What follows belongs to an exercise in optimizing a design on an open flow for small area, a short achievable clock period and few clock cycles per item; a production flow would make more cautious choices.
Only simulation tests tie the RTL to the original design; equivalence was not proved.

==> flow/design.v (outline; a module is shown in full before it is edited, if it fits) <==
// module fp32_mul: 135 lines
// module mul24_rows: 1011 lines
// module fp32_add: 153 lines
// module tone_biquad: 145 lines
module tone_biquad (
    input  wire         clk,
    input  wire         rst,
    input  wire         cmd_valid,
    output wire         cmd_ready,
    input  wire [1:0]   cmd_op,
    input  wire [159:0] cmd_data,
    output wire         y_valid,
    input  wire         y_ready,
    output wire [31:0]  y
);
  // ...
==> flow/flow/run.sh <==
#!/bin/bash
# Standard layout, with timing repair aiming at 11 ns of setup slack
# (a shorter achieved period) instead of 0. Constraints are unchanged.
set -euo pipefail
export SETUP_SLACK_MARGIN=11
bash standard.sh > standard.log 2>&1
==> flow/standard.sh <==
#!/bin/bash
# synth_recipe.tcl (not shown) runs the flow's synth.tcl, then flattens the netlist and writes it again
# the make line also repeats each setting of config.mk as NAME=value (left out here)
make -C /OpenROAD-flow-scripts/flow DESIGN_CONFIG=/design/flow/config.mk WORK_HOME=/design/flow/orfs CLKGATE_MAP_FILE= SYNTH_SCRIPT=/design/flow/synth_recipe.tcl "${@:-finish}"
==> flow/config.mk <==
export PLATFORM = sky130hd
export DESIGN_NAME = tone_biquad
export DESIGN_NICKNAME = tone_biquad
export VERILOG_FILES = /design/flow/design.v
export SDC_FILE = /design/flow/constraint.sdc
export NUM_CORES = 4
export LEC_CHECK = 0
export ABC_AREA = 1
export CAP_MARGIN = 20
export CORE_MARGIN = 2
export CORE_UTILIZATION = 40
export SLEW_MARGIN = 20
==> flow/constraint.sdc <==
create_clock -name core_clock -period 17.5 [get_ports {clk}]
set_input_delay 3.5000 -clock core_clock [delete_from_list [all_inputs] [get_ports {clk}]]
set_output_delay 3.5000 -clock core_clock [all_outputs]
set_load 0.01 [all_outputs]
==> flow_summary.yaml, run 1 <==
clocking:
  clockRootBuffer: "clkbuf_16"
  postCtsResizedCells: 262
  clk_pin_slew_ns: 0.06
  clk_path_buf_depth: 3
placed_design:
  port_buffers: 199
  placedInstanceArea_um2: 66400
timing:
  fmax_ghz: 0.141
  slew_headroom_pct: 14.3
  worst_slew_pin_slew_ns: 1.27
  rsz0062_at_grt: "yes"
  clock_skew_ns: 0.0772
die:
  die-area_um2: 159000
  ios: 200
synth:
  synth_most_common_cell: "nand2_1"
  synth_nets: 8771
  synth_xor_area_share_pct: 6.40
  yosysWarnings: 3
  synth_compound_area_share_pct: 16.9
run:
  maxCapViolCount: 0
global_route:
  gr-usage-met2_pct: 47.0
  met1_usage_pct: 44.3
critical_path:
  cpLargestDelayFamily: "adder cells"
  regToRegSetupSlack_ns: 10.41
  crit_path_end: "u_add.r_s[9]"
finish:
  final_cell_count_no_fill: 10500
  clockNetworkAreaShare_pct: 4.09
  fin_util_pct: 48.0
  nets: 9071
  n_all_buffers: 620
detailed_routing:
  drt_iter0_markers: 8670
  wl_met2_um: 111000
  met3_wirelength_um: 31300
run_status:
  status: "finished clean"
Testbench counts, summed over its fixed seeds: cycles 14,544, items 2,048.
==> module fp32_add, before the edit <==
module fp32_add (
    input  wire        clk,
    input  wire        en,
    input  wire [31:0] a,
    input  wire [31:0] b,
    input  wire        sub,
    output reg  [31:0] y
);
    wire        sa = a[31];
    wire        sb = b[31] ^ sub;
    wire [7:0]  ea = a[30:23], eb = b[30:23];
    wire        a_nan = (&ea) & (|a[22:0]);
    wire        b_nan = (&eb) & (|b[22:0]);
    wire        a_inf = (&ea) & ~(|a[22:0]);
    wire        b_inf = (&eb) & ~(|b[22:0]);
    wire        ah = |ea, bh = |eb;
    wire [7:0]  xa = {ea[7:1], ea[0] | ~ah};
    wire [7:0]  xb = {eb[7:1], eb[0] | ~bh};
    wire [23:0] ma = {ah, a[22:0]};
    wire [23:0] mb = {bh, b[22:0]};
    function [8:0] pfx_add9;
        input [8:0] x, y;
        input       cin;
        reg   [8:0] g, p, g0, p0;
        integer l, i, j;
        begin
            g0 = x & y; p0 = x ^ y;
            g = g0; p = p0;
            g[0] = g0[0] | (p0[0] & cin);
            for (l = 0; l < 4; l = l + 1)
                for (i = 0; i < 9; i = i + 1)
                    if ((i >> l) & 1) begin
                        j = ((i >> l) << l) - 1;
                        g[i] = g[i] | (p[i] & g[j]);
                        p[i] = p[i] & p[j];
                    end
            pfx_add9 = p0 ^ {g[7:0], cin};
        end
    endfunction
    wire [8:0]  dab = pfx_add9({1'b0, xa}, {1'b1, ~xb}, 1'b1);     
    wire [7:0]  dba = pfx_add9({1'b0, xb}, {1'b1, ~xa}, 1'b1);     
    wire        ge  = ~dab[8];                    
    wire [23:0] mp  = ge ? ma : mb;
    wire [7:0]  xp  = ge ? xa : xb;
    wire        sp  = ge ? sa : sb;
    wire        sq  = ge ? sb : sa;
    wire        esub = sa ^ sb;
    function [26:0] align;
        input [23:0] m;
        input [7:0]  d;
        reg   [26:0] m0, ms;
        reg          lost;
        begin
            m0   = {m, 3'b000};
            ms   = m0 >> d[4:0];
            lost = |(m0 & ~(27'h7FF_FFFF << d[4:0]));
            if (|d[7:5])
                align = {26'd0, |m};
            else
                align = {ms[26:1], ms[0] | lost};
        end
    endfunction
    function [27:0] pfx_add;
        input [27:0] x, y;
        input        cin;
        reg   [27:0] g, p, g0, p0;
        integer l, i, j;
        begin
            g0 = x & y; p0 = x ^ y;
            g = g0; p = p0;
            g[0] = g0[0] | (p0[0] & cin);
            for (l = 0; l < 5; l = l + 1)
                for (i = 0; i < 28; i = i + 1)
                    if ((i >> l) & 1) begin
                        j = ((i >> l) << l) - 1;
                        g[i] = g[i] | (p[i] & g[j]);
                        p[i] = p[i] & p[j];
                    end
            pfx_add = p0 ^ {g[26:0], cin};
        end
    endfunction
    wire [26:0] aq   = ge ? align(mb, dab[7:0]) : align(ma, dba);
    wire [26:0] ap   = {mp, 3'b000};
    wire [27:0] s1   = pfx_add({1'b0, ap}, {1'b0, aq} ^ {28{esub}}, esub);
    wire [23:0] s2   = mb - ma;
    wire        neg  = esub & (xa == xb) & (mb > ma);
    wire [27:0] s    = neg ? {1'b0, s2, 3'b000} : s1;
    wire        sr   = neg ? sq : sp;
    wire        snan = a_nan | b_nan | (a_inf & b_inf & esub);
    wire        sinf = a_inf | b_inf;
    wire        sinfs = a_inf ? sa : sb;
    reg [27:0]  r_s;
    reg [7:0]   r_xp;
    reg         r_sr, r_nan, r_inf, r_infs, r_zs;
    always @(posedge clk) if (en) begin
        r_s    <= s;
        r_xp   <= xp;
        r_sr   <= sr;
        r_nan  <= snan;
        r_inf  <= sinf;
        r_infs <= sinfs;
        r_zs   <= sa & sb;
    end
    function [30:0] pfx_add31;
        input [30:0] x, y;
        input        cin;
        reg   [30:0] g, p, g0, p0;
        integer l, i, j;
        begin
            g0 = x & y; p0 = x ^ y;
            g = g0; p = p0;
            g[0] = g0[0] | (p0[0] & cin);
            for (l = 0; l < 5; l = l + 1)
                for (i = 0; i < 31; i = i + 1)
                    if ((i >> l) & 1) begin
                        j = ((i >> l) << l) - 1;
                        g[i] = g[i] | (p[i] & g[j]);
                        p[i] = p[i] & p[j];
                    end
            pfx_add31 = p0 ^ {g[29:0], cin};
        end
    endfunction
    wire [7:0]  xm1  = r_xp - 8'd1;
    wire [31:0] mk   = (xm1 < 8'd27) ? (32'h0400_0000 >> xm1[4:0]) : 32'd0;
    wire [31:0] zv   = {r_s[26:0] | mk[26:0], 5'b11111};
    function [4:0] lzc32;
        input [31:0] v;
        reg   [4:0]  n;
        reg   [31:0] t;
        begin
            t = v; n = 5'd0;
            if (t[31:16] == 16'd0) begin n[4] = 1'b1; t = {t[15:0], 16'd0}; end
            if (t[31:24] == 8'd0)  begin n[3] = 1'b1; t = {t[23:0], 8'd0};  end
            if (t[31:28] == 4'd0)  begin n[2] = 1'b1; t = {t[27:0], 4'd0};  end
            if (t[31:30] == 2'd0)  begin n[1] = 1'b1; t = {t[29:0], 2'd0};  end
            if (t[31] == 1'b0)     n[0] = 1'b1;
            lzc32 = n;
        end
    endfunction
    wire [4:0]  lsh  = lzc32(zv);
    wire [26:0] sl   = r_s[26:0] << lsh;
    wire [26:0] sn   = r_s[27] ? {r_s[27:2], r_s[1] | r_s[0]} : sl;
    wire [8:0]  en_  = r_s[27] ? ({1'b0, r_xp} + 9'd1) : ({1'b0, r_xp} - {4'd0, lsh});
    wire [7:0]  ef   = sn[26] ? en_[7:0] : 8'd0;
    wire        rup  = sn[2] & (sn[1] | sn[0] | sn[3]);
    wire [30:0] magr = pfx_add31({ef, sn[25:3]}, 31'd0, rup);
    wire [31:0] res = r_nan ? 32'h7FC0_0000 :
                      r_inf ? {r_infs, 8'hFF, 23'd0} :
                      (r_s == 28'd0) ? {r_zs, 31'd0} :
                      (en_ >= 9'd255) ? {r_sr, 8'hFF, 23'd0} :
                      {r_sr, magr};
    always @(posedge clk) if (en) y <= res;
endmodule
==> module tone_biquad, before the edit <==
module tone_biquad (
    input  wire         clk,
    input  wire         rst,
    input  wire         cmd_valid,
    output wire         cmd_ready,
    input  wire [1:0]   cmd_op,
    input  wire [159:0] cmd_data,
    output wire         y_valid,
    input  wire         y_ready,
    output wire [31:0]  y
);
    localparam [31:0] C_03 = 32'h3E99_999A;
    function [23:0] pfx_add24;
        input [23:0] x, y;
        input        cin;
        reg   [23:0] g, p, g0, p0;
        integer l, i, j;
        begin
            g0 = x & y; p0 = x ^ y;
            g = g0; p = p0;
            g[0] = g0[0] | (p0[0] & cin);
            for (l = 0; l < 5; l = l + 1)
                for (i = 0; i < 24; i = i + 1)
                    if ((i >> l) & 1) begin
                        j = ((i >> l) << l) - 1;
                        g[i] = g[i] | (p[i] & g[j]);
                        p[i] = p[i] & p[j];
                    end
            pfx_add24 = p0 ^ {g[22:0], cin};
        end
    endfunction
    function [31:0] scl;
        input [31:0] v;
        input        k2;                
        reg   [7:0]  e;
        reg   [23:0] m, f1, f2;
        begin
            e  = v[30:23];
            m  = {|e, v[22:0]};
            f1 = pfx_add24({1'b0, m[23:1]}, 24'd0, m[0] & m[1]);
            f2 = pfx_add24({2'b00, m[23:2]}, 24'd0, m[1] & (m[0] | m[2]));
            if (&e)
                scl = v;
            else if (e > {6'd0, k2, ~k2})
                scl = {v[31], e - {6'd0, k2, ~k2}, v[22:0]};
            else if (k2 && e != 8'd2)
                scl = {v[31], 7'd0, f2};
            else
                scl = {v[31], 7'd0, f1};
        end
    endfunction
    function [31:0] dbl;
        input [31:0] v;
        begin
            if (&v[30:23])
                dbl = v;
            else if (v[30:23] == 8'd254)
                dbl = {v[31], 8'hFF, 23'd0};
            else if (v[30:23] == 8'd0)
                dbl = {v[31], v[29:0], 1'b0};
            else
                dbl = {v[31], v[30:23] + 8'd1, v[22:0]};
        end
    endfunction
    reg  [31:0] rS0, rS1, rS2, rS3, rG;
    always @(posedge clk) begin
        rS0 <= scl(cmd_data[31:0], 1'b1);
        rS1 <= scl(cmd_data[63:32], 1'b0);
        rS2 <= scl(cmd_data[95:64], 1'b1);
        rS3 <= cmd_data[127:96];
        rG  <= cmd_data[159:128];
    end
    reg  [6:0]  ph;             
    reg  [3:0]  v;
    reg         rdy, ex, ex_set;
    reg         yv;
    reg  [31:0] yr;
    reg  [31:0] b0, a1, a2, w1, w2, w3, xr;
    wire        adv = ~(v[3] & ph[3] & yv & ~y_ready);
    wire        start = ph[6] & cmd_valid & (cmd_op == 2'd0) & ~rdy;
    wire [6:0]  ph_n = adv ? {ph[5:0], ph[6]} : ph;
    wire [3:0]  v_n  = (adv & ph[6]) ? {v[2:0], start} : v;
    assign cmd_ready = rdy;
    assign y_valid   = yv;
    assign y         = yr;
    wire [31:0] ao, mo;
    reg  [31:0] ma_r, mb_r, ab_r;
    reg         mb_ao;              
    wire [31:0] aa = ph[0] ? rS0 : ph[6] ? xr : ao;
    wire [31:0] ab = ph[0] ? rS1 : (ph[1] | ph[4] | ph[6]) ? mo : ab_r;
    wire        asub = ph[1] | ph[6];
    wire [31:0] ma = ma_r;
    wire [31:0] mb = mb_ao ? ao : mb_r;
    always @(posedge clk) begin
        if (adv) begin
            ma_r <= ({32{ph_n[0]}} & b0) |
                    ({32{ph_n[1]}} & C_03) |
                    ({32{ph_n[3]}} & a1) |
                    ({32{ph_n[5]}} & a2) |
                    ({32{ph_n[6] | ph_n[2] | ph_n[4]}} & rG);
            mb_r <= ph_n[1] ? rS3 : ph_n[5] ? w2 : w1;
            mb_ao <= ph_n[0] | ph_n[6] | (ph_n[3] & v_n[2]);
            ab_r <= ph_n[2] ? rS2 : ph_n[3] ? dbl(w1) : w3;
        end
    end
    fp32_add u_add (.clk(clk), .en(adv), .a(aa), .b(ab), .sub(asub), .y(ao));
    fp32_mul u_mul (.clk(clk), .en(adv), .a(ma), .b(mb), .y(mo));
    wire        arr  = adv & v[3] & ph[3];           
    wire        take = yv & y_ready;
    always @(posedge clk) begin
        if (rst) begin
            ph <= 7'd1; v <= 4'd0;
            rdy <= 1'b0; ex <= 1'b0; ex_set <= 1'b0;
            yv <= 1'b0;
            b0 <= 32'd0; a1 <= 32'd0; a2 <= 32'd0;
            w1 <= 32'd0; w2 <= 32'd0;
        end else begin
            ph <= ph_n;
            v  <= v_n;
            ex     <= ~rdy & cmd_valid & (cmd_op == 2'd1 || cmd_op == 2'd2) &
                      (v_n == 4'd0);
            ex_set <= cmd_op == 2'd1;
            rdy    <= (ph_n[5] & v_n[0]) |
                      (~rdy & cmd_valid & (cmd_op != 2'd0) &
                       ((cmd_op == 2'd3) | (v_n == 4'd0)));
            if (arr) begin
                yr <= mo; yv <= 1'b1;
            end else if (take) begin
                yv <= 1'b0;
            end
            if (ex) begin
                w1 <= 32'd0; w2 <= 32'd0;
                if (ex_set) begin
                    b0 <= cmd_data[31:0]; a1 <= cmd_data[63:32]; a2 <= cmd_data[95:64];
                end
            end else if (adv & v[2] & ph[3]) begin
                w1 <= ao; w2 <= w1;
            end
        end
    end
    always @(posedge clk) begin
        if (adv & v[2] & ph[3]) w3 <= w2;
        if (adv & v[1] & ph[2]) xr <= mo;
    end
endmodule
==> run 2: changes to the inputs <==
--- a/flow/design.v
+++ b/flow/design.v
@@ -1164,27 +1164,8 @@
     wire [7:0]  xb = {eb[7:1], eb[0] | ~bh};
     wire [23:0] ma = {ah, a[22:0]};
     wire [23:0] mb = {bh, b[22:0]};
-    function [8:0] pfx_add9;
-        input [8:0] x, y;
-        input       cin;
-        reg   [8:0] g, p, g0, p0;
-        integer l, i, j;
-        begin
-            g0 = x & y; p0 = x ^ y;
-            g = g0; p = p0;
-            g[0] = g0[0] | (p0[0] & cin);
-            for (l = 0; l < 4; l = l + 1)
-                for (i = 0; i < 9; i = i + 1)
-                    if ((i >> l) & 1) begin
-                        j = ((i >> l) << l) - 1;
-                        g[i] = g[i] | (p[i] & g[j]);
-                        p[i] = p[i] & p[j];
-                    end
-            pfx_add9 = p0 ^ {g[7:0], cin};
-        end
-    endfunction
-    wire [8:0]  dab = pfx_add9({1'b0, xa}, {1'b1, ~xb}, 1'b1);     
-    wire [7:0]  dba = pfx_add9({1'b0, xb}, {1'b1, ~xa}, 1'b1);     
+    wire [8:0]  dab = {1'b0, xa} - {1'b0, xb};
+    wire [7:0]  dba = xb - xa;
     wire        ge  = ~dab[8];                    
     wire [23:0] mp  = ge ? ma : mb;
     wire [7:0]  xp  = ge ? xa : xb;
@@ -1375,6 +1356,7 @@
     reg         yv;
     reg  [31:0] yr;
     reg  [31:0] b0, a1, a2, w1, w2, w3, xr;
+    reg  [31:0] w1d;            
     wire        adv = ~(v[3] & ph[3] & yv & ~y_ready);
     wire        start = ph[6] & cmd_valid & (cmd_op == 2'd0) & ~rdy;
     wire [6:0]  ph_n = adv ? {ph[5:0], ph[6]} : ph;
@@ -1383,25 +1365,19 @@
     assign y_valid   = yv;
     assign y         = yr;
     wire [31:0] ao, mo;
-    reg  [31:0] ma_r, mb_r, ab_r;
-    reg         mb_ao;              
     wire [31:0] aa = ph[0] ? rS0 : ph[6] ? xr : ao;
-    wire [31:0] ab = ph[0] ? rS1 : (ph[1] | ph[4] | ph[6]) ? mo : ab_r;
+    wire [31:0] ab = ({32{ph[0]}} & rS1) |
+                     ({32{ph[1] | ph[4] | ph[6]}} & mo) |
+                     ({32{ph[2]}} & rS2) |
+                     ({32{ph[3]}} & w1d) |
+                     ({32{ph[5]}} & w3);
     wire        asub = ph[1] | ph[6];
-    wire [31:0] ma = ma_r;
-    wire [31:0] mb = mb_ao ? ao : mb_r;
-    always @(posedge clk) begin
-        if (adv) begin
-            ma_r <= ({32{ph_n[0]}} & b0) |
-                    ({32{ph_n[1]}} & C_03) |
-                    ({32{ph_n[3]}} & a1) |
-                    ({32{ph_n[5]}} & a2) |
-                    ({32{ph_n[6] | ph_n[2] | ph_n[4]}} & rG);
-            mb_r <= ph_n[1] ? rS3 : ph_n[5] ? w2 : w1;
-            mb_ao <= ph_n[0] | ph_n[6] | (ph_n[3] & v_n[2]);
-            ab_r <= ph_n[2] ? rS2 : ph_n[3] ? dbl(w1) : w3;
-        end
-    end
+    wire [31:0] ma = ({32{ph[0]}} & b0) |
+                     ({32{ph[1]}} & C_03) |
+                     ({32{ph[3]}} & a1) |
+                     ({32{ph[5]}} & a2) |
+                     ({32{ph[6] | ph[2] | ph[4]}} & rG);
+    wire [31:0] mb = ph[1] ? rS3 : ph[5] ? w2 : (ph[3] & ~v[2]) ? w1 : ao;
     fp32_add u_add (.clk(clk), .en(adv), .a(aa), .b(ab), .sub(asub), .y(ao));
     fp32_mul u_mul (.clk(clk), .en(adv), .a(ma), .b(mb), .y(mo));
     wire        arr  = adv & v[3] & ph[3];           
@@ -1412,7 +1388,7 @@
             rdy <= 1'b0; ex <= 1'b0; ex_set <= 1'b0;
             yv <= 1'b0;
             b0 <= 32'd0; a1 <= 32'd0; a2 <= 32'd0;
-            w1 <= 32'd0; w2 <= 32'd0;
+            w1 <= 32'd0; w2 <= 32'd0; w1d <= 32'd0;
         end else begin
             ph <= ph_n;
             v  <= v_n;
@@ -1428,12 +1404,12 @@
                 yv <= 1'b0;
             end
             if (ex) begin
-                w1 <= 32'd0; w2 <= 32'd0;
+                w1 <= 32'd0; w2 <= 32'd0; w1d <= 32'd0;
                 if (ex_set) begin
                     b0 <= cmd_data[31:0]; a1 <= cmd_data[63:32]; a2 <= cmd_data[95:64];
                 end
             end else if (adv & v[2] & ph[3]) begin
-                w1 <= ao; w2 <= w1;
+                w1 <= ao; w2 <= w1; w1d <= dbl(ao);
             end
         end
     end
==> run 2 against run 1 <==
Die area fell by 3.6%. Cell count decreased by 0.79%. Flip-flop and latch count shrank 66. Final area shrank 3.9%. Via count is 1.0% lower. Worst hold slack worse by 0.016 ns. Clock skew down 0.0032 ns. Maximum frequency is 6.9% higher. Utilization fell by 0.36 points. Routed wire length down 1.3%. Highest routed layer unchanged.
==> flow_summary.yaml, run 2 <==
detailed_routing:
  drt-total-wl_um: 264000
  drt-pass1-iter-count: 7
  avgViaCountPerCell: 5.84
  route.detailed.drc: 0
  wire_per_inst_um: 25.2
  vias: 60900
  ant_nets: 0
  drt_iter0_markers: 8298
clocking:
  clk_path_buf_depth: 3
  clock-sinks: 725
  clk_pin_slew_ns: 0.06
  clockRootBuffer: "clkbuf_16"
  cts_buffers: 82
  cts_tree: "yes"
  clk_latency_ns: 0.72
  htreeDepth: 3
finish:
  largest_register: "u_mul.r1_s"
  largest_register_ff_count: 48
  largest_registers: "u_mul.r1_s: 48 flops, u_mul.r1_c: 47 flops"
  fin_util_pct: 47.6
  nets: 9026
  final_cell_mix: "nand2_1 (1,427), inv_1 (1,024), o21ai_0 (707), nor2_1 (663), nand3_1 (465)"
  drive_above_1_share_pct: 11.3
  final_common_cell: "nand2_1"
  area_growth_pct: 18.6
  fillCellCount: 14700
  multiInputGateArea_um2: 37600
  seq_area_um2: 18100
timing:
  slew_viol_final: 0
  worst_slew_pin_slew_ns: 1.23
  setup-violations-final: 0
  period_share_pct: 37.9
  fin_ws_ns: 10.87
  finalHoldViolCount: 0
  rsz0062_at_grt: "yes"
  fin_tns_setup_ns: 0
  slew_headroom_pct: 17.5
  fmax_ghz: 0.151
  clock_skew_ns: 0.0741
  min_period_ns: 6.63
critical_path:
  crit_arrival_ns: 7.10
  cpPeakStageDelay_ns: 0.44
  r2r_start: "w3[30]"
  cp_max_fo: 2
  end_kind: "flip-flop"
  critPathKind: "reg2reg"
  r2r_cells: 49
  rr_endpoint: "u_add.r_nan"
  startpoint_type: "flip-flop"
  cp_data_required_time_ns: 17.97
  slowest_stage: "edfxtp_1"
  regToRegSetupSlack_ns: 10.87
  crit_top_cell: "buf_6"
synth:
  synth_cell_types: 76
  yosysWarnings: 3
  seq_area_frac_synth_pct: 30.2
  synthCells: 8112
  synth_top_area_share_pct: 18.0
  synth_nets: 8787
  yosys-top-cells-count: "nand2_1 (1,466), inv_1 (1,069), o21ai_0 (773), nor2_1 (718), nand3_1 (480)"
  synth_area_per_cell_um2: 7.39
  synth-edff-count: 359
  ys_ff_latch: 725
  ys_top_cells_by_area: "edfxtp_1 (18%), dfxtp_1 (12%), nand2_1 (9.2%)"
  yosys.area.top_type: "edfxtp_1"
  async_reset_ff_share_pct: 0
  syn_area_um2: 60000
  synth_most_common_cell: "nand2_1"
  synth-main-ff-cell: "dfxtp_1"
die:
  core_area_um2: 149000
  die_width_um: 391
  rows: 142
  initial_core_util_pct: 40.1
  die-area_um2: 153000
  chipHeight_um: 391
  ios: 200
worst_hold_path:
  hp-class: "reg2reg"
  hold_depth: 0
  worstHoldStart: "u_mul.r1_e[0]"
  hold_end: "u_mul.r2_e[0]"
run_status:
  status: "finished clean"
placed_design:
  hpwlAfterDp_um: 191000
  place.gp.congestion: 1.03
  port_buffers: 199
  pre_cts_slack_ns: 8.73
global_route:
  grt_pass1_vias: 56300
  track_usage_pct: 33.0
  grt_overflow_total: 0
  grt_first_pass_wirelength_um: 376000
  antenna_found_initial: 13
  grt_max_degree: 187
run:
  maxCapViolCount: 0
## run 2: cell count changes after synthesis, moves of 16 or more
cell / change
or2_2: -16
dfxtp_1: +31
o21ai_0: +52
a221oi_1: +37
edfxtp_1: -97
nor2_1: +91
a22oi_1: -17
inv_1: +25
o211ai_1: -48
a21oi_1: +38
a31oi_1: -23
nand3_1: -21
## run 2: worst max-delay path by stage
| stage | start | endpoint | slack [ns] | depth (start not counted) |
|---|---|---|---|---|
| global route | ph[6] | u_add.r_s[14] | 10.83 | 44 |
| detailed placement | ph[5] | u_add.r_s[17] | 8.73 | 37 |
| floorplan | y_ready | u_add.r_inf | 9.26 | 4 |
| global placement | ph[5] | u_add.r_s[17] | 8.82 | 37 |
| finish | w3[30] | u_add.r_nan | 10.87 | 49 |
| CTS | ph[2] | u_mul.r1_sh[0] | 10.96 | 39 |
## run 2: per-layer routing
metal  GRT usage [%]  part of all wire (%)  wire [um]
met5               0                 0.081        213
met4            17.4                   6.5      17200
met3            7.00                    10      27500
met2            51.8                    44     117000
met1            42.6                    39     102000
## run 2: kinds of logic after synthesis
| group | Yosys count | synth area share (%) |
|---|---|---|
| DFF | 725 | 30.2 |
| and+or+nand+nor | 2956 | 20.9 |
| buffers and inverters | 1556 | 9.88 |
| AOI/OAI and AO/OA | 1897 | 18.1 |
| xor gates and xnor gates | 439 | 6.41 |
| muxes | 28 | 0.476 |
| adders and majority gates | 511 | 14.0 |
## run 2: repair_timing
action	4_1_cts	5_1_grt
hold buffers	0	0
pin swaps	36	96
resized for setup	274	286
cloned	24	14
endpoints found under the setup margin	130	116
setup buffers	121	102
## run 2: per-stage QoR
stage / std cells / cell area, um2 / hold WS [ns]
after CTS: 10300 / 69000 / 0.406
after global placement: 10000 / 64000 / 0.403
after detailed placement: 10000 / 64000 / 0.405
final: 10400 / 71100 / 0.403
after global routing: 10400 / 71100 / 0.417
after floorplan: 8112 / 60000 / 0.400
## run 2: area by class of cell
cell class / instances / area share, %
timing repair inverter: 13 / 0.109
inverter: 1104 / 6.03
multi-input combinational: 5841 / 52.9
sequential: 725 / 25.5
clock buffer: 113 / 3.28
clock inverter: 39 / 0.646
timing repair buffer: 584 / 7.99
tap: 2016 / 3.55
antenna: 6 / 0.0211
## run 2: critical path, delay by kind of cell, from the launching register on
| kind | cells | cell delay, ns |
|---|---|---|
| flops | 1 | 0.44 |
| buf+inv | 42 | 4.82 |
| compound gates | 2 | 0.49 |
| simple gates | 5 | 0.58 |
Testbench counts of run 2, summed over its fixed seeds: cycles 14,544, items 2,048.
==> module fp32_mul, before the edit <==
module fp32_mul (
    input  wire        clk,
    input  wire        en,
    input  wire [31:0] a,
    input  wire [31:0] b,
    output reg  [31:0] y
);
    wire [7:0]  ea = a[30:23], eb = b[30:23];
    wire        a_nan  = (&ea) & (|a[22:0]);
    wire        b_nan  = (&eb) & (|b[22:0]);
    wire        a_inf  = (&ea) & ~(|a[22:0]);
    wire        b_inf  = (&eb) & ~(|b[22:0]);
    wire        a_zero = ~(|a[30:0]);
    wire        b_zero = ~(|b[30:0]);
    wire        ah = |ea, bh = |eb;
    wire [23:0] ma = {ah, a[22:0]};
    wire [23:0] mb = {bh, b[22:0]};
    function [4:0] lzc32;
        input [31:0] v;
        reg   [4:0]  n;
        reg   [31:0] t;
        begin
            t = v; n = 5'd0;
            if (t[31:16] == 16'd0) begin n[4] = 1'b1; t = {t[15:0], 16'd0}; end
            if (t[31:24] == 8'd0)  begin n[3] = 1'b1; t = {t[23:0], 8'd0};  end
            if (t[31:28] == 4'd0)  begin n[2] = 1'b1; t = {t[27:0], 4'd0};  end
            if (t[31:30] == 2'd0)  begin n[1] = 1'b1; t = {t[29:0], 2'd0};  end
            if (t[31] == 1'b0)     n[0] = 1'b1;
            lzc32 = n;
        end
    endfunction
    wire [4:0]  lz  = ~ah ? lzc32({ma, 8'hFF}) : ~bh ? lzc32({mb, 8'hFF}) : 5'd0;
    wire signed [10:0] es = $signed({3'b0, ea[7:1], ea[0] | ~ah}) +
                            $signed({3'b0, eb[7:1], eb[0] | ~bh}) - 11'sd127;
    wire signed [10:0] e46 = es - $signed({6'b0, lz});
    wire        nrm = es > $signed({6'b0, lz});       
    wire signed [7:0]  sh  = nrm ? {3'b0, lz} :
                             (es < -11'sd25) ? -8'sd25 : es[7:0];
    wire        sy = a[31] ^ b[31];
    wire        snan = a_nan | b_nan | (a_inf & b_zero) | (b_inf & a_zero);
    wire        sinf = a_inf | b_inf;
    wire        szero = a_zero | b_zero;
    wire [47:0] rs, rc;
    mul24_rows u_rows (.a(ma), .b(mb), .s(rs), .c(rc));
    reg [47:0]  r1_s, r1_c;
    reg [7:0]   r1_sh;
    reg [8:0]   r1_e;       
    reg         r1_nrm, r1_sy, r1_nan, r1_inf, r1_zero;
    always @(posedge clk) if (en) begin
        r1_s    <= rs;
        r1_c    <= rc;
        r1_sh   <= sh;
        r1_e    <= e46[8:0];
        r1_nrm  <= nrm;
        r1_sy   <= sy;
        r1_nan  <= snan;
        r1_inf  <= sinf;
        r1_zero <= szero;
    end
    function [47:0] pfx_add48;
        input [47:0] x, y;
        input        cin;
        reg   [47:0] g, p, g0, p0;
        integer l, i, j;
        begin
            g0 = x & y; p0 = x ^ y;
            g = g0; p = p0;
            g[0] = g0[0] | (p0[0] & cin);
            for (l = 0; l < 6; l = l + 1)
                for (i = 0; i < 48; i = i + 1)
                    if ((i >> l) & 1) begin
                        j = ((i >> l) << l) - 1;
                        g[i] = g[i] | (p[i] & g[j]);
                        p[i] = p[i] & p[j];
                    end
            pfx_add48 = p0 ^ {g[46:0], cin};
        end
    endfunction
    function [30:0] pfx_add31;
        input [30:0] x, y;
        input        cin;
        reg   [30:0] g, p, g0, p0;
        integer l, i, j;
        begin
            g0 = x & y; p0 = x ^ y;
            g = g0; p = p0;
            g[0] = g0[0] | (p0[0] & cin);
            for (l = 0; l < 5; l = l + 1)
                for (i = 0; i < 31; i = i + 1)
                    if ((i >> l) & 1) begin
                        j = ((i >> l) << l) - 1;
                        g[i] = g[i] | (p[i] & g[j]);
                        p[i] = p[i] & p[j];
                    end
            pfx_add31 = p0 ^ {g[29:0], cin};
        end
    endfunction
    wire [47:0] p    = pfx_add48(r1_s, r1_c, 1'b0);
    wire [93:0] wide = {p, 46'd0};
    wire [6:0]  t    = 7'd46 - r1_sh[6:0];           
    wire [93:0] wsh  = wide >> t;
    wire [25:0] q    = wsh[47:22];
    wire signed [7:0] kb = 8'sd22 - $signed(r1_sh);
    wire [5:0]  k    = kb[7] ? 6'd0 : kb[5:0];       
    wire [47:0] lowm = ~(48'hFFFF_FFFF_FFFF << k);
    wire        s22  = |(p & lowm);
    reg [25:0]  r2_q;
    reg [8:0]   r2_e;
    reg         r2_s22, r2_nrm, r2_sy, r2_nan, r2_inf, r2_zero;
    always @(posedge clk) if (en) begin
        r2_q    <= q;
        r2_s22  <= s22;
        r2_e    <= r1_e;
        r2_nrm  <= r1_nrm;
        r2_sy   <= r1_sy;
        r2_nan  <= r1_nan;
        r2_inf  <= r1_inf;
        r2_zero <= r1_zero;
    end
    wire        c    = r2_q[25] | ~r2_nrm;
    wire [23:0] m    = c ? r2_q[25:2] : r2_q[24:1];
    wire        g    = c ? r2_q[1] : r2_q[0];
    wire        st   = c ? (r2_q[0] | r2_s22) : r2_s22;
    wire [8:0]  e    = r2_e + {8'd0, r2_q[25]};
    wire [30:0] mag  = r2_nrm ? {e[7:0], m[22:0]} : {7'd0, m};
    wire        rup  = g & (st | m[0]);
    wire [30:0] magr = pfx_add31(mag, 31'd0, rup);
    wire        ovf  = r2_nrm & (e >= 9'd255);
    wire [31:0] res = r2_nan  ? 32'h7FC0_0000 :
                      r2_inf  ? {r2_sy, 8'hFF, 23'd0} :
                      r2_zero ? {r2_sy, 31'd0} :
                      ovf     ? {r2_sy, 8'hFF, 23'd0} :
                      {r2_sy, magr};
    always @(posedge clk) if (en) y <= res;
endmodule
==> run 3: changes to the inputs <==
--- a/flow/design.v
+++ b/flow/design.v
@@ -46,7 +46,7 @@
     reg [7:0]   r1_sh;
     reg [8:0]   r1_e;       
     reg         r1_nrm, r1_sy, r1_nan, r1_inf, r1_zero;
-    always @(posedge clk) if (en) begin
+    always @(posedge clk) begin
         r1_s    <= rs;
         r1_c    <= rc;
         r1_sh   <= sh;
==> run 3 against run 2 <==
Still clean. Worst hold slack lost 0.0025 ns. Routed wire length shrank 1.2%. Critical endpoint is now u_mul.r1_c[31]. Largest cell class unchanged. Highest routed layer unchanged.
==> flow_summary.yaml, run 3 <==
run_status:
  status: "finished clean"
synth:
  synth_top_family_by_area: "simple AND/OR/NAND/NOR gates"
  synthAdderAreaFrac_pct: 14.3
  synth-edff-count: 242
  synth_cell_types: 73
  synth_compound_area_share_pct: 18.2
  synth_area_per_cell_um2: 7.29
  synth_most_common_cell: "nand2_1"
  seq_area_frac_synth_pct: 28.8
  syn_area_um2: 58800
  synthCells: 8060
  synth-main-ff-cell: "dfxtp_1"
  ys_ff_latch: 725
  async_reset_ff_share_pct: 0
  synth_top_area_share_pct: 16.5
  synthMuxAreaShare_pct: 0.500
  yosys-top-cells-count: "nand2_1 (1,426), inv_1 (1,012), nor2_1 (747), o21ai_0 (711), nand3_1 (525)"
  ys_top_cells_by_area: "dfxtp_1 (16%), edfxtp_1 (12%), nand2_1 (9.1%)"
  yosys.area.top_type: "dfxtp_1"
  synth_xor_area_share_pct: 6.62
  synth_nets: 8735
  yosysWarnings: 3
  synthSimpleGateAreaFrac_pct: 21.8
global_route:
  grt_first_pass_wirelength_um: 374000
  track_usage_pct: 33.2
  grt_max_degree: 103
  antenna_found_initial: 8
  grt_overflow_total: 0
  grt_pass1_vias: 56400
detailed_routing:
  drt-total-wl_um: 261000
  drt_iter0_markers: 7034
  drt-pass1-iter-count: 7
  vias: 59700
  ant_nets: 0
  avgViaCountPerCell: 5.85
  route.detailed.drc: 0
  wire_per_inst_um: 25.5
critical_path:
  cp_max_fo: 32
  r2r_cells: 22
  startpoint_type: "flip-flop"
  critPathKind: "reg2reg"
  r2r_start: "ph[3]"
  rr_endpoint: "u_mul.r1_c[31]"
  crit_arrival_ns: 6.99
  end_kind: "flip-flop"
  cp_data_required_time_ns: 18.07
  regToRegSetupSlack_ns: 11.07
finish:
  largest_register: "u_mul.r1_s"
  final_common_cell: "nand2_1"
  fin_area_um2: 69200
  nets: 8889
  final_cell_count_no_fill: 10200
  fillCellCount: 14600
  area_growth_pct: 17.8
  largest_registers: "u_mul.r1_s: 48 flops, u_mul.r1_c: 47 flops"
  final_cell_mix: "nand2_1 (1,400), inv_1 (983), nor2_1 (709), o21ai_0 (653), nand3_1 (511)"
  multiInputGateArea_um2: 37500
  seq_area_um2: 17000
  largest_register_ff_count: 48
  drive_above_1_share_pct: 9.93
timing:
  setup-violations-final: 0
  min_period_ns: 6.43
  fmax_ghz: 0.156
  fin_tns_setup_ns: 0
  slew_viol_final: 0
  slew_headroom_pct: 21.1
  period_share_pct: 36.7
  rsz0062_at_grt: "yes"
  clock_skew_ns: 0.0783
  finalHoldViolCount: 0
  fin_ws_ns: 11.07
  whs_ns: 0.400
  worst_slew_pin_slew_ns: 1.17
clocking:
  htreeDepth: 3
  clk_pin_slew_ns: 0.06
  hold_buffers: 0
  cts_tree: "yes"
  clk_latency_ns: 0.73
  cts_buffers: 84
  clockRootBuffer: "clkbuf_16"
  clk_path_buf_depth: 3
  clock-sinks: 725
die:
  die-area_um2: 150000
  initial_core_util_pct: 40.3
  ios: 200
  die_width_um: 387
  chipHeight_um: 387
  rows: 140
  core_area_um2: 146000
worst_hold_path:
  hold_depth: 0
  worstHoldStart: "u_mul.r1_sy"
  hp-class: "reg2reg"
  hold_end: "u_mul.r2_sy"
placed_design:
  placedInstanceArea_um2: 62600
  port_buffers: 199
  hpwlAfterDp_um: 188000
  place.gp.congestion: 0.992
  dp.cells: 9872
  pre_cts_slack_ns: 8.21
run:
  maxCapViolCount: 0
[run 3: cell types whose count changed after synthesis, moves of 25 or more]
cell / change
nand2_1: -40
o21ai_0: -62
dfxtp_1: +117
nor2_1: +29
edfxtp_1: -117
xnor2_1: +25
inv_1: -57
nand3_1: +45
[run 3: worst max-delay path by stage]
stage          startpoint        endpoint  slack [ns]  cells past startpoint
2_1_floorplan       ph[5]  u_mul.r1_c[27]       11.04                     26
3_3_place_gp        ph[6]   u_add.r_s[16]        8.34                     31
3_5_place_dp        ph[6]   u_add.r_s[16]        8.21                     31
4_1_cts             ph[0]   u_add.r_s[16]       11.01                     38
5_1_grt             ph[0]   u_add.r_s[22]       10.81                     39
6_report            ph[3]  u_mul.r1_c[31]       11.07                     22
[run 3: area by class of cell]
| cell class | instances | share of cell area, % |
|---|---|---|
| flip-flops and latches | 725 | 24.5 |
| clock buffers | 108 | 3.42 |
| repair inverters | 10 | 0.103 |
| multi-input cells | 5840 | 54.2 |
| diodes | 7 | 0.0253 |
| repair buffers | 498 | 7.42 |
| inverters | 1055 | 5.99 |
| well taps | 1917 | 3.47 |
| clock inverters | 50 | 0.922 |
[run 3: what timing repair did]
action                                  CTS  global route
buffers inserted                         69            66
gates cloned                             20            18
pin swaps                                31            66
endpoints found under the setup margin  133            89
resized for setup                       220           267
[run 3: worst max-delay path: stages (launching register included)]
cell and delay [ns]:
dfxtp_4 0.45, buf_16 0.20, nand2_2 0.16, clkbuf_16 0.25, nand2_1 0.08, o21ai_0 0.10, o21ai_0 0.21, o21a_1 0.17
buf_4 0.29, nor2_1 0.10, inv_1 0.15, nor2_1 0.09, a21oi_2 0.68, o22ai_1 0.18, xor2_1 0.22, fa_1 0.57
inv_1 0.05, fa_1 0.47, inv_1 0.05, fa_1 0.42, fa_1 0.51, inv_1 0.06, fa_1 0.75
[run 3: cell families (layout without fill, tap and decap cells)]
| logic type | after synthesis | count (layout) |
|---|---|---|
| xor+xnor | 444 | 444 |
| buf+inv | 1503 | 1721 |
| flops | 725 | 725 |
| other cells | 0 | 7 |
| mux | 29 | 29 |
| fa+ha+maj | 511 | 511 |
| compound gates | 1844 | 1844 |
| simple gates | 3004 | 3012 |
[run 3: per-stage QoR]
stage	utilization, %
after floorplan	-
after global placement	42.9
after detailed placement	43.0
after CTS	46.2
after global routing	47.5
final	47.5
[run 3: per-layer routing]
metal  vias to the layer above  global-route usage [%]  wire length (um)
met2                      3289                    52.0            115000
met1                     28400                    41.4            101000
met5                         -                       0                27
li1                      27200                       -                 -
met3                       821                    6.23             23700
met4                         4                    22.7             21400
Testbench counts of run 3, summed over its fixed seeds: cycles 14,544, items 2,048.
==> run 4: changes to the inputs <==
--- a/flow/config.mk
+++ b/flow/config.mk
@@ -9,4 +9,5 @@
 export CAP_MARGIN = 20
 export CORE_MARGIN = 2
 export CORE_UTILIZATION = 40
+export PLACE_DENSITY = 0.7
 export SLEW_MARGIN = 20
==> run 4 against run 3 <==
Final area fell by 0.29%. Critical path type unchanged. Critical endpoint is now u_mul.r1_c[27]. Sequential share of layout area is 0.066 points higher. Worst setup slack better by 0.058 ns. Via count is 1.3% higher. Largest cell class unchanged. Cell count barely moved. Worst hold slack better by 0.0019 ns. Flip-flop and latch count stayed put. Still clean on timing, DRC and antenna.
==> flow_summary.yaml, run 4 <==
run_status:
  status: "finished clean"
clocking:
  clock-sinks: 725
  clk_pin_slew_ns: 0.06
  cts_tree: "yes"
  clk_latency_ns: 0.72
  htreeDepth: 3
  cts_buffers: 83
  clk_path_buf_depth: 3
  clockRootBuffer: "clkbuf_16"
  hold_buffers: 0
finish:
  final_cell_mix: "nand2_1 (1,407), inv_1 (970), nor2_1 (706), o21ai_0 (621), nand3_1 (515)"
  final_cell_count_no_fill: 10200
  drive_above_1_share_pct: 10.2
  largest_register: "u_mul.r1_s"
  area_growth_pct: 17.4
  final_common_cell: "nand2_1"
  largest_register_ff_count: 48
  largest_registers: "u_mul.r1_s: 48 flops, u_mul.r1_c: 47 flops"
  nets: 8899
timing:
  finalHoldViolCount: 0
  slew_headroom_pct: 15.3
  rsz0062_at_grt: "yes"
  slew_viol_final: 0
  fmax_ghz: 0.157
  min_period_ns: 6.37
  fin_tns_setup_ns: 0
  period_share_pct: 36.4
  worst_slew_pin_slew_ns: 1.26
  clock_skew_ns: 0.0497
  setup-violations-final: 0
  whs_ns: 0.402
die:
  die_width_um: 387
  core_area_um2: 146000
  initial_core_util_pct: 40.3
  rows: 140
  chipHeight_um: 387
  ios: 200
  die-area_um2: 150000
synth:
  yosys-top-cells-count: "nand2_1 (1,426), inv_1 (1,012), nor2_1 (747), o21ai_0 (711), nand3_1 (525)"
  synth_area_per_cell_um2: 7.29
  synth-edff-count: 242
  syn_area_um2: 58800
  synth_nets: 8735
  synth_most_common_cell: "nand2_1"
  yosysWarnings: 3
  ys_ff_latch: 725
  async_reset_ff_share_pct: 0
  synth_top_area_share_pct: 16.5
  yosys.area.top_type: "dfxtp_1"
  seq_area_frac_synth_pct: 28.8
  ys_top_cells_by_area: "dfxtp_1 (16%), edfxtp_1 (12%), nand2_1 (9.1%)"
  synth_cell_types: 73
  synth-main-ff-cell: "dfxtp_1"
  synthCells: 8060
critical_path:
  slowest_stage: "fa_1"
  critPathKind: "reg2reg"
  cpLargestDelayFamily: "adder cells"
  cp-startpoint: "ph[3]"
  cpPeakStageDelay_ns: 0.54
  cp_data_required_time_ns: 18.09
  cp_cell_sequence: "buf_16 -> nand2_2 -> clkbuf_16 -> nand2_1 -> o21ai_0 -> o21ai_2 -> o21a_4 -> inv_1 -> nor2_1 -> a21oi_1 -> buf_4 -> o22ai_1 -> xor2_1 -> fa_1 -> inv_1 -> fa_1 -> inv_1 -> fa_1 -> fa_1 -> inv_1 -> fa_1 -> inv_1 -> fa_1"
  cp_max_fo: 32
  end_kind: "flip-flop"
  path_buf_inv: 8
  crit_arrival_ns: 6.96
  crit_top_cell: "fa_1"
  r2r_start: "ph[3]"
  startpoint_type: "flip-flop"
detailed_routing:
  route.detailed.drc: 0
  drt_iter0_markers: 7355
  drt-total-wl_um: 258000
  wire_per_inst_um: 25.2
  drt-pass1-iter-count: 7
  vias: 60500
  ant_nets: 0
  avgViaCountPerCell: 5.93
global_route:
  antenna_found_initial: 9
  grt_first_pass_wirelength_um: 371000
  grt_max_degree: 117
  track_usage_pct: 32.8
  grt_overflow_total: 0
  grt_pass1_vias: 57200
run:
  maxCapViolCount: 0
placed_design:
  dp.cells: 9854
  place.gp.congestion: 1.04
  hpwlAfterDp_um: 188000
  port_buffers: 199
worst_hold_path:
  worstHoldStart: "u_mul.r1_e[0]"
  hp-class: "reg2reg"
==> run 4: per-stage QoR <==
step	utilization, %	area, um2	setup slack [ns]
finish	47.3	69000	11.13
global placement	42.9	62500	8.55
CTS	46.0	67000	10.98
global route	47.3	69000	10.88
detailed placement	42.9	62500	8.49
floorplan	-	58800	11.04
==> run 4: cell type report <==
class	instances	area [um2]
fill	14400	76700
multi-input combinational	5840	37400
sequential	725	17000
timing repair buffer	504	5080
inverter	1055	4160
tap	1917	2400
clock buffer	115	2380
clock inverter	38	460
timing repair inverter	15	101
antenna	6	15.0
==> run 4: cells by family (layout without fill, tap and decap cells) <==
logic type,Yosys count,after routing,share of synthesized area [%]
flops,725,725,28.8
compound gates,1844,1845,18.2
fa+ha+maj,511,511,14.3
mux,29,29,0.500
simple gates,3004,3011,21.8
other cells,0,6,0
xor+xnor,444,444,6.62
buf+inv,1503,1727,9.85
==> run 4: what timing repair did <==
item	CTS	global route
pin swaps	27	79
setup endpoints to repair	142	116
gates resized for setup	232	277
gates cloned	27	12
setup buffers	63	98
==> run 4: metal layers <==
layer / GRT usage, % / wire (um) / vias up
met3: 6.76 / 26100 / 1016
met4: 25.0 / 24000 / 4
met1: 39.7 / 94300 / 28500
met5: 0 / 30 / -
li1: - / - / 27200
met2: 51.2 / 113000 / 3792
==> run 4: worst paths after layout <==
path	to	slack (ns)	cells after the start
worst max-delay path	u_mul.r1_c[27]	11.13	23
worst min-delay path	u_mul.r2_e[0]	0.40	0
worst max register to register	u_mul.r1_c[27]	11.13	23
worst min register to register	u_mul.r2_e[0]	0.40	0
==> run 5: changes to the inputs <==
--- a/flow/config.mk
+++ b/flow/config.mk
@@ -9,5 +9,5 @@
 export CAP_MARGIN = 20
 export CORE_MARGIN = 2
 export CORE_UTILIZATION = 40
-export PLACE_DENSITY = 0.7
+export PLACE_DENSITY = 0.8
 export SLEW_MARGIN = 20
==> run 5 against run 4 <==
First-iteration DRC count up 24%. Sequential share of layout area up 0.070 points. Clock skew down 0.011 ns. Worst hold slack better by 0.0025 ns. Highest routed layer unchanged.
==> flow_summary.yaml, run 5 <==
clocking:
  clock-sinks: 725
  hold_buffers: 0
  clockRootBuffer: "clkbuf_16"
  htreeDepth: 3
  cts_buffers: 80
  clk_pin_slew_ns: 0.06
  clk_path_buf_depth: 3
  clk_latency_ns: 0.70
  cts_tree: "yes"
placed_design:
  place.gp.congestion: 1.04
  pre_cts_slack_ns: 8.57
  hpwlAfterDp_um: 181000
  port_buffers: 199
timing:
  period_share_pct: 36.8
  finalHoldViolCount: 0
  fmax_ghz: 0.155
  setup-violations-final: 0
  fin_ws_ns: 11.06
  min_period_ns: 6.44
  clock_skew_ns: 0.0391
  fin_tns_setup_ns: 0
  rsz0062_at_grt: "yes"
  whs_ns: 0.405
  slew_headroom_pct: 17.5
  slew_viol_final: 0
  worst_slew_pin_slew_ns: 1.24
synth:
  seq_area_frac_synth_pct: 28.8
  yosysWarnings: 3
  synth_most_common_cell: "nand2_1"
  synthCells: 8060
  syn_area_um2: 58800
  synth-main-ff-cell: "dfxtp_1"
  synth_area_per_cell_um2: 7.29
  yosys.area.top_type: "dfxtp_1"
  synth-edff-count: 242
  synth_cell_types: 73
  synth_nets: 8735
  yosys-top-cells-count: "nand2_1 (1,426), inv_1 (1,012), nor2_1 (747), o21ai_0 (711), nand3_1 (525)"
  ys_ff_latch: 725
  async_reset_ff_share_pct: 0
  synth_top_area_share_pct: 16.5
  ys_top_cells_by_area: "dfxtp_1 (16%), edfxtp_1 (12%), nand2_1 (9.1%)"
die:
  rows: 140
  die-area_um2: 150000
  chipHeight_um: 387
  die_width_um: 387
  initial_core_util_pct: 40.3
  ios: 200
  core_area_um2: 146000
finish:
  largest_register: "u_mul.r1_s"
  drive_above_1_share_pct: 9.75
  multiInputGateArea_um2: 37300
  final_common_cell: "nand2_1"
  largest_register_ff_count: 48
  largest_registers: "u_mul.r1_s: 48 flops, u_mul.r1_c: 47 flops"
  final_cell_mix: "nand2_1 (1,407), inv_1 (967), nor2_1 (709), o21ai_0 (660), nand3_1 (513)"
  nets: 8885
  fin_util_pct: 47.2
  fillCellCount: 14000
  area_growth_pct: 17.1
  seq_area_um2: 17000
detailed_routing:
  avgViaCountPerCell: 6.02
  drt-pass1-iter-count: 7
  route.detailed.drc: 0
  drt-total-wl_um: 251000
  ant_nets: 0
  vias: 61300
  wire_per_inst_um: 24.6
  drt_iter0_markers: 9147
critical_path:
  cp_cell_sequence: "clkdlybuf4s50_1 -> nor2_1 -> inv_1 -> nor2_2 -> clkinv_8 -> nand2_1 -> inv_1 -> o21ai_0 -> nand4_1 -> nand2_1 -> a32o_1"
  cpPeakStageDelay_ns: 0.68
  cp_data_required_time_ns: 18.11
  end_kind: "flip-flop"
  startpoint_type: "input pin"
  slowest_stage: "nor2_1"
  crit_arrival_ns: 7.04
  cp_max_fo: 67
  critPathKind: "in2reg"
run_status:
  status: "finished clean"
global_route:
  grt_overflow_total: 0
  antenna_found_initial: 14
  grt_max_degree: 103
  track_usage_pct: 31.6
  grt_first_pass_wirelength_um: 362000
  grt_pass1_vias: 57300
worst_hold_path:
  hp-class: "reg2reg"
run:
  maxCapViolCount: 0
## run 5: cell count changes in the layout (fill, tap and decap cells not counted), sizes merged
cell           change
buf               -11
nand3              -1
bufinv             +5
clkinv            -15
clkinvlp           -5
inv                +6
clkdlybuf4s50      +4
dlymetal6s2s       -4
nand2              +1
bufbuf             +2
o21a               -1
## run 5: routing by layer
layer | up-vias | GRT usage [%] | routed length (um)
met5 | - | 0 | 43
met4 | 6 | 22.2 | 22800
met3 | 1086 | 5.69 | 26400
met2 | 4276 | 50.1 | 110000
met1 | 28800 | 39.0 | 91400
li1 | 27200 | - | -
## run 5: repair_timing
action	CTS	global route
endpoints found under the setup margin	133	99
pin swaps	28	69
cloned	24	16
buffers inserted	59	96
resized for setup	224	219
hold endpoints to repair	0	0
## run 5: cell type report
cell class | count | share of cell area, %
antenna | 6 | 0.0218
clock buffer | 113 | 3.51
clock inverter | 32 | 0.718
inverter | 1055 | 6.05
multi-input combinational | 5839 | 54.1
sequential | 725 | 24.6
tap | 1917 | 3.49
timing repair buffer | 497 | 7.33
timing repair inverter | 12 | 0.115
## run 5: path summary, 6_finish.rpt
check / startpoint / to / cells past startpoint / slack (ns)
setup reg to reg: ph[5] / u_mul.r1_c[26] / 25 / 11.10
setup / recovery: y_ready / rdy / 11 / 11.06
hold reg to reg: u_mul.r1_e[6] / u_mul.r2_e[6] / 0 / 0.40
hold / removal: u_mul.r1_e[6] / u_mul.r2_e[6] / 0 / 0.40
## run 5: cell families after synthesis
family	synth area share (%)
simple gates	21.8
compound gates	18.2
buf+inv	9.85
flops	28.8
fa+ha+maj	14.3
xor+xnor	6.62
mux	0.500
## run 5: metrics by stage
step	instances	instance area [um2]
after floorplan	8060	58800
after global placement	9849	62400
after detailed placement	9849	62400
after CTS	10100	67000
after global routing	10200	68800
final	10200	68800
## run 5: worst max-delay path, delay by kind of cell
| family | cells | cell delay (ns) |
|---|---|---|
| AOI/OAI and AO/OA | 2 | 0.46 |
| buffers and inverters | 4 | 1.11 |
| and+or+nand+nor | 5 | 1.93 |
==> run 6: changes to the inputs <==
--- a/flow/config.mk
+++ b/flow/config.mk
@@ -6,8 +6,7 @@
 export NUM_CORES = 4
 export LEC_CHECK = 0
 export ABC_AREA = 1
-export CAP_MARGIN = 20
+export CAP_MARGIN = 10
 export CORE_MARGIN = 2
 export CORE_UTILIZATION = 40
-export PLACE_DENSITY = 0.8
-export SLEW_MARGIN = 20
+export SLEW_MARGIN = 10
==> run 6 against run 5 <==
Via count is 2.5% lower. Worst hold slack worse by 0.019 ns. Maximum frequency rose by 1.0%. Synthesized area is the same. Clock-buffer cell count down 2. Critical path depth is 13 higher. Synthesized cell count unchanged. Register-to-register slack improved by 0.03 ns. Cell count increased by 0.12%. Final area hardly changed. Critical endpoint is now u_mul.r1_c[28]. Largest cell class unchanged.
==> flow_summary.yaml, run 6 <==
detailed_routing:
  avgViaCountPerCell: 5.86
  vias: 59800
  wire_per_inst_um: 25.5
  drt_iter0_markers: 7226
  drt-pass1-iter-count: 7
  route.detailed.drc: 0
  ant_nets: 0
  drt-total-wl_um: 260000
synth:
  synth_most_common_cell: "nand2_1"
  ys_ff_latch: 725
  synth_nets: 8735
  synth_compound_area_share_pct: 18.2
  synth_cell_types: 73
  syn_area_um2: 58800
  synthAdderAreaFrac_pct: 14.3
  ys_top_cells_by_area: "dfxtp_1 (16%), edfxtp_1 (12%), nand2_1 (9.1%)"
  synthMuxAreaShare_pct: 0.500
  async_reset_ff_share_pct: 0
  synth_top_area_share_pct: 16.5
  synthCells: 8060
  yosys-top-cells-count: "nand2_1 (1,426), inv_1 (1,012), nor2_1 (747), o21ai_0 (711), nand3_1 (525)"
  seq_area_frac_synth_pct: 28.8
  synth_area_per_cell_um2: 7.29
  yosys.area.top_type: "dfxtp_1"
  yosysWarnings: 3
  synthSimpleGateAreaFrac_pct: 21.8
  synth_xor_area_share_pct: 6.62
  synth_top_family_by_area: "simple AND/OR/NAND/NOR gates"
  synth-edff-count: 242
  synth-main-ff-cell: "dfxtp_1"
worst_hold_path:
  hold_depth: 0
  worstHoldStart: "u_mul.r1_e[0]"
  hp-class: "reg2reg"
  hold_end: "u_mul.r2_e[0]"
clocking:
  htreeDepth: 3
  clockRootBuffer: "clkbuf_16"
  clock-sinks: 725
  cts_tree: "yes"
  clk_path_buf_depth: 3
  clk_latency_ns: 0.73
  clk_pin_slew_ns: 0.06
  cts_buffers: 83
finish:
  final_cell_count_no_fill: 10200
  area_growth_pct: 17.2
  fillCellCount: 14600
  largest_register_ff_count: 48
  nets: 8891
  largest_registers: "u_mul.r1_s: 48 flops, u_mul.r1_c: 47 flops"
  final_cell_mix: "nand2_1 (1,406), inv_1 (979), nor2_1 (709), o21ai_0 (654), nand3_1 (513)"
  final_common_cell: "nand2_1"
  largest_register: "u_mul.r1_s"
  drive_above_1_share_pct: 9.69
run:
  maxCapViolCount: 0
timing:
  slew_headroom_pct: 11.6
  slew_viol_final: 0
  period_share_pct: 36.4
  fin_ws_ns: 11.13
  finalHoldViolCount: 0
  fmax_ghz: 0.157
  rsz0062_at_grt: "yes"
  worst_slew_pin_slew_ns: 1.31
  fin_tns_setup_ns: 0
  setup-violations-final: 0
  min_period_ns: 6.37
  clock_skew_ns: 0.0754
placed_design:
  port_buffers: 199
  place.gp.congestion: 0.992
  hpwlAfterDp_um: 188000
  pre_cts_slack_ns: 8.31
  dp.cells: 9871
critical_path:
  crit_top_cell: "inv_1"
  slowest_stage: "fa_1"
  r2r_cells: 24
  rr_endpoint: "u_mul.r1_c[28]"
  crit_arrival_ns: 6.94
  end_kind: "flip-flop"
  cp_max_fo: 22
  cp_data_required_time_ns: 18.07
  cpPeakStageDelay_ns: 0.70
  regToRegSetupSlack_ns: 11.13
  startpoint_type: "flip-flop"
  r2r_start: "ph[6]"
  cp_cell_sequence: "buf_12 -> nor3_4 -> inv_2 -> buf_8 -> nand2_1 -> nand3_1 -> nor4_1 -> nand3_1 -> buf_4 -> inv_1 -> buf_4 -> o22ai_1 -> xor2_1 -> inv_1 -> ha_1 -> inv_1 -> fa_1 -> inv_1 -> fa_1 -> fa_1 -> inv_1 -> fa_1 -> inv_1 -> fa_1"
  critPathKind: "reg2reg"
global_route:
  grt_first_pass_wirelength_um: 372000
  grt_pass1_vias: 56200
  grt_overflow_total: 0
  track_usage_pct: 33.0
  grt_max_degree: 103
  antenna_found_initial: 13
die:
  rows: 140
  chipHeight_um: 387
  ios: 200
  die_width_um: 387
  core_area_um2: 146000
  initial_core_util_pct: 40.3
  die-area_um2: 150000
run_status:
  status: "finished clean"
run 6: worst max-delay path by stage:
stage	cells past startpoint	to	start	slack [ns]
after floorplan	26	u_mul.r1_c[27]	ph[5]	11.04
after global placement	31	u_add.r_s[16]	ph[6]	8.34
after detailed placement	31	u_add.r_s[16]	ph[6]	8.31
after CTS	37	u_add.r_s[16]	ph[0]	10.94
after global routing	40	u_add.r_s[19]	ph[0]	10.91
final	24	u_mul.r1_c[28]	ph[6]	11.13
run 6: routing by layer:
metal	routed length (um)	GRT usage [%]	share of wire [%]
met5	48	0	0.018
met4	22500	23.8	8.7
met3	23100	5.72	8.9
met2	114000	51.0	44
met1	101000	41.7	39
run 6: worst max-delay path: cells and delay by family, from the launching register on:
| kind | cells | cell delay [ns] |
|---|---|---|
| xor+xnor | 1 | 0.23 |
| fa+ha+maj | 6 | 2.90 |
| flops | 1 | 0.38 |
| compound gates | 1 | 0.14 |
| buf+inv | 11 | 1.46 |
| simple gates | 5 | 1.07 |
run 6: what timing repair did:
item,CTS,global route
buffers inserted,60,80
gates cloned,17,20
hold buffers,0,0
setup endpoints to repair,134,105
pin swaps,28,61
gates resized for setup,195,261
run 6: per-stage QoR:
stage | hold WS, ns | utilization (%) | cell area (um2)
floorplan | 0.386 | - | 58800
global placement | 0.388 | 42.9 | 62600
detailed placement | 0.389 | 42.9 | 62600
CTS | 0.394 | 45.9 | 66900
global route | 0.400 | 47.2 | 68800
finish | 0.385 | 47.2 | 68800
run 6: cell families after synthesis:
family / after synthesis
multiplexers: 29
XOR/XNOR: 444
flip-flops: 725
adder cells (fa/ha/maj): 511
buffers and inverters: 1503
AO/OA/AOI/OAI: 1844
AND/OR/NAND/NOR: 3004
run 6: cell type report:
cell class / instances / area, um2 / area share [%]
inverter: 1055 / 4140 / 6.02
antenna: 6 / 15.0 / 0.0218
timing repair inverter: 9 / 62.6 / 0.0909
tap: 1917 / 2400 / 3.48
sequential: 725 / 17000 / 24.6
multi-input combinational: 5840 / 37300 / 54.2
clock inverter: 43 / 510 / 0.742
timing repair buffer: 502 / 5130 / 7.46
clock buffer: 111 / 2330 / 3.39
==> run 7: changes to the inputs <==
--- a/flow/config.mk
+++ b/flow/config.mk
@@ -9,4 +9,5 @@
 export CAP_MARGIN = 10
 export CORE_MARGIN = 2
 export CORE_UTILIZATION = 40
+export PLACE_DENSITY = 0.7
 export SLEW_MARGIN = 10
==> run 7 against run 6 <==
Cell count hardly changed. Synthesized cell count unchanged. Routed wire length is 1.0% lower. Largest cell class unchanged. Maximum frequency shrank 0.77%. Still clean on timing, DRC and antenna.
==> flow_summary.yaml, run 7 <==
detailed_routing:
  drt-total-wl_um: 257000
  drt-pass1-iter-count: 6
  avgViaCountPerCell: 5.91
  wire_per_inst_um: 25.2
  vias: 60300
  route.detailed.drc: 0
  drt_iter0_markers: 7077
  ant_nets: 0
critical_path:
  rr_endpoint: "u_add.r_s[9]"
  crit_arrival_ns: 6.87
  cp-startpoint: "ph[6]"
  crit_path_end: "u_add.r_s[9]"
  r2r_start: "ph[6]"
  r2r_cells: 32
  cpLargestDelayFamily: "compound AO/OA/AOI/OAI gates"
  slowest_stage: "fa_2"
  regToRegSetupSlack_ns: 11.08
  path_buf_inv: 10
  cp.depth: 32
  startpoint_type: "flip-flop"
  cp_data_required_time_ns: 17.95
  cp_max_fo: 12
  end_kind: "flip-flop"
  crit_top_cell: "nor2_4"
  cpPeakStageDelay_ns: 0.58
  critPathKind: "reg2reg"
die:
  rows: 140
  die-area_um2: 150000
  die_width_um: 387
  initial_core_util_pct: 40.3
  ios: 200
  core_area_um2: 146000
  chipHeight_um: 387
timing:
  fin_tns_setup_ns: 0
  period_share_pct: 36.7
  slew_headroom_pct: 14.8
  rsz0062_at_grt: "yes"
  finalHoldViolCount: 0
  clock_skew_ns: 0.0556
  setup-violations-final: 0
  slew_viol_final: 0
  worst_slew_pin_slew_ns: 1.27
  fmax_ghz: 0.156
  min_period_ns: 6.42
finish:
  largest_registers: "u_mul.r1_s: 48 flops, u_mul.r1_c: 47 flops"
  area_growth_pct: 17.0
  final_cell_mix: "nand2_1 (1,412), inv_1 (971), nor2_1 (706), o21ai_0 (631), nand3_1 (518)"
  largest_register_ff_count: 48
  largest_register: "u_mul.r1_s"
  drive_above_1_share_pct: 9.96
  final_common_cell: "nand2_1"
  fin_util_pct: 47.2
  nets: 8895
synth:
  synth_area_per_cell_um2: 7.29
  yosysWarnings: 3
  synth-main-ff-cell: "dfxtp_1"
  syn_area_um2: 58800
  synth_top_area_share_pct: 16.5
  yosys-top-cells-count: "nand2_1 (1,426), inv_1 (1,012), nor2_1 (747), o21ai_0 (711), nand3_1 (525)"
  seq_area_frac_synth_pct: 28.8
  async_reset_ff_share_pct: 0
  synth-edff-count: 242
  synth_most_common_cell: "nand2_1"
  synth_nets: 8735
  synthCells: 8060
  ys_top_cells_by_area: "dfxtp_1 (16%), edfxtp_1 (12%), nand2_1 (9.1%)"
  yosys.area.top_type: "dfxtp_1"
  ys_ff_latch: 725
  synth_cell_types: 73
global_route:
  grt_max_degree: 117
  grt_overflow_total: 0
  antenna_found_initial: 6
  track_usage_pct: 32.8
  grt_first_pass_wirelength_um: 372000
  grt_pass1_vias: 57000
worst_hold_path:
  hp-class: "reg2reg"
  worstHoldStart: "u_mul.r1_e[0]"
run_status:
  status: "finished clean"
clocking:
  clk_path_buf_depth: 3
  cts_buffers: 82
  clk_pin_slew_ns: 0.07
  clock-sinks: 725
  clockRootBuffer: "clkbuf_16"
  clk_latency_ns: 0.71
  cts_tree: "yes"
  htreeDepth: 3
placed_design:
  port_buffers: 199
  place.gp.congestion: 1.04
  hpwlAfterDp_um: 188000
run:
  maxCapViolCount: 0
==> run 7: cell count changes in the layout (fill, tap and decap cells not counted), sizes merged <==
cell and delta:
clkinv +1, clkdlybuf4s50 +2, nand2 -3, dlymetal6s2s -2, clkinvlp +12, nand3 +1
bufbuf +1, inv -12, nor2 +2, clkbuf -7, buf +6, bufinv -1
o21a +1
==> run 7: repair_timing <==
item | in CTS | in global routing
pin swaps | 26 | 64
hold buffers | 0 | 0
cloned | 26 | 10
setup buffers | 84 | 80
endpoints found under the setup margin | 144 | 116
resized for setup | 239 | 234
==> run 7: per-layer routing <==
metal | vias up | GRT usage [%] | part of all wire (%)
met5 | - | 0 | 0.0051
met4 | 2 | 24.9 | 9.5
met3 | 978 | 6.83 | 10
met2 | 3742 | 51.1 | 44
met1 | 28400 | 39.9 | 37
li1 | 27200 | - | -
==> run 7: layout make-up <==
| cell class | instances | area [um2] |
|---|---|---|
| repair buffers | 501 | 4920 |
| multi-input cells | 5841 | 37400 |
| clock inverters | 38 | 480 |
| clock buffers | 112 | 2370 |
| inverters | 1055 | 4140 |
| fillers | 14400 | 77000 |
| diodes | 6 | 15.0 |
| repair inverters | 14 | 90.1 |
| flip-flops and latches | 725 | 17000 |
| well taps | 1917 | 2400 |
==> run 7: worst min path at each step <==
stage | cells past startpoint | end | slack, ns
floorplan | 0 | u_mul.r2_e[0] | 0.39
global placement | 0 | u_mul.r2_inf | 0.39
detailed placement | 0 | u_mul.r2_e[0] | 0.39
CTS | 0 | u_mul.r2_e[0] | 0.40
global route | 0 | u_mul.r2_e[8] | 0.41
finish | 0 | u_mul.r2_e[0] | 0.40
==> run 7: through the flow <==
step	hold WS [ns]	cells	area (um2)	setup WS, ns
floorplan	0.386	8060	58800	11.04
global placement	0.390	9853	62500	8.55
detailed placement	0.389	9853	62500	8.52
CTS	0.404	10100	67100	10.98
global route	0.407	10200	68800	10.83
finish	0.403	10200	68800	11.08
==> run 7: kinds of logic after synthesis <==
group	after synthesis	synth area share [%]
AOI/OAI and AO/OA	1844	18.2
buffers and inverters	1503	9.85
xor gates and xnor gates	444	6.62
muxes	29	0.500
DFF	725	28.8
and+or+nand+nor	3004	21.8
adders and majority gates	511	14.3

port drivers added, routing unchanged:
No port has a modelled driver above. Below, the same layouts with a new extraction and two added sets of constraints.
Step 1 assumes that a clkbuf_16 drives the clock port and a buf_2 every other input.
Step 2 also shifts input and output timing later by t, the mid clock arrival at the registers, as if the neighbouring blocks saw the same clock.
Three values: ideal ports, drivers, drivers and shift; two values: the first two.
| run | t, ns | slack for setup (ns) | worst setup path after step 2 |
|---|---|---|---|
| run 1 | 0.790 | 10.411 / 10.411 / 10.411 | register to register |
| run 2 | 0.766 | 10.870 / 10.870 / 10.510 | input to register |
| run 3 | 0.772 | 11.075 / 11.075 / 10.533 | input to register |
| run 4 | 0.773 | 11.133 / 11.133 / 10.558 | input to register |
| run 5 | 0.758 | 11.064 / 11.101 / 10.357 | input to register |
| run 6 | 0.773 | 11.131 / 11.131 / 10.574 | input to register |
| run 7 | 0.758 | 11.081 / 11.081 / 10.547 | input to register |
After both steps every run listed still meets setup and hold. The setup slack of run 5, which loses most, moves by +0.037 ns with the drivers and by -0.707 ns with both steps.
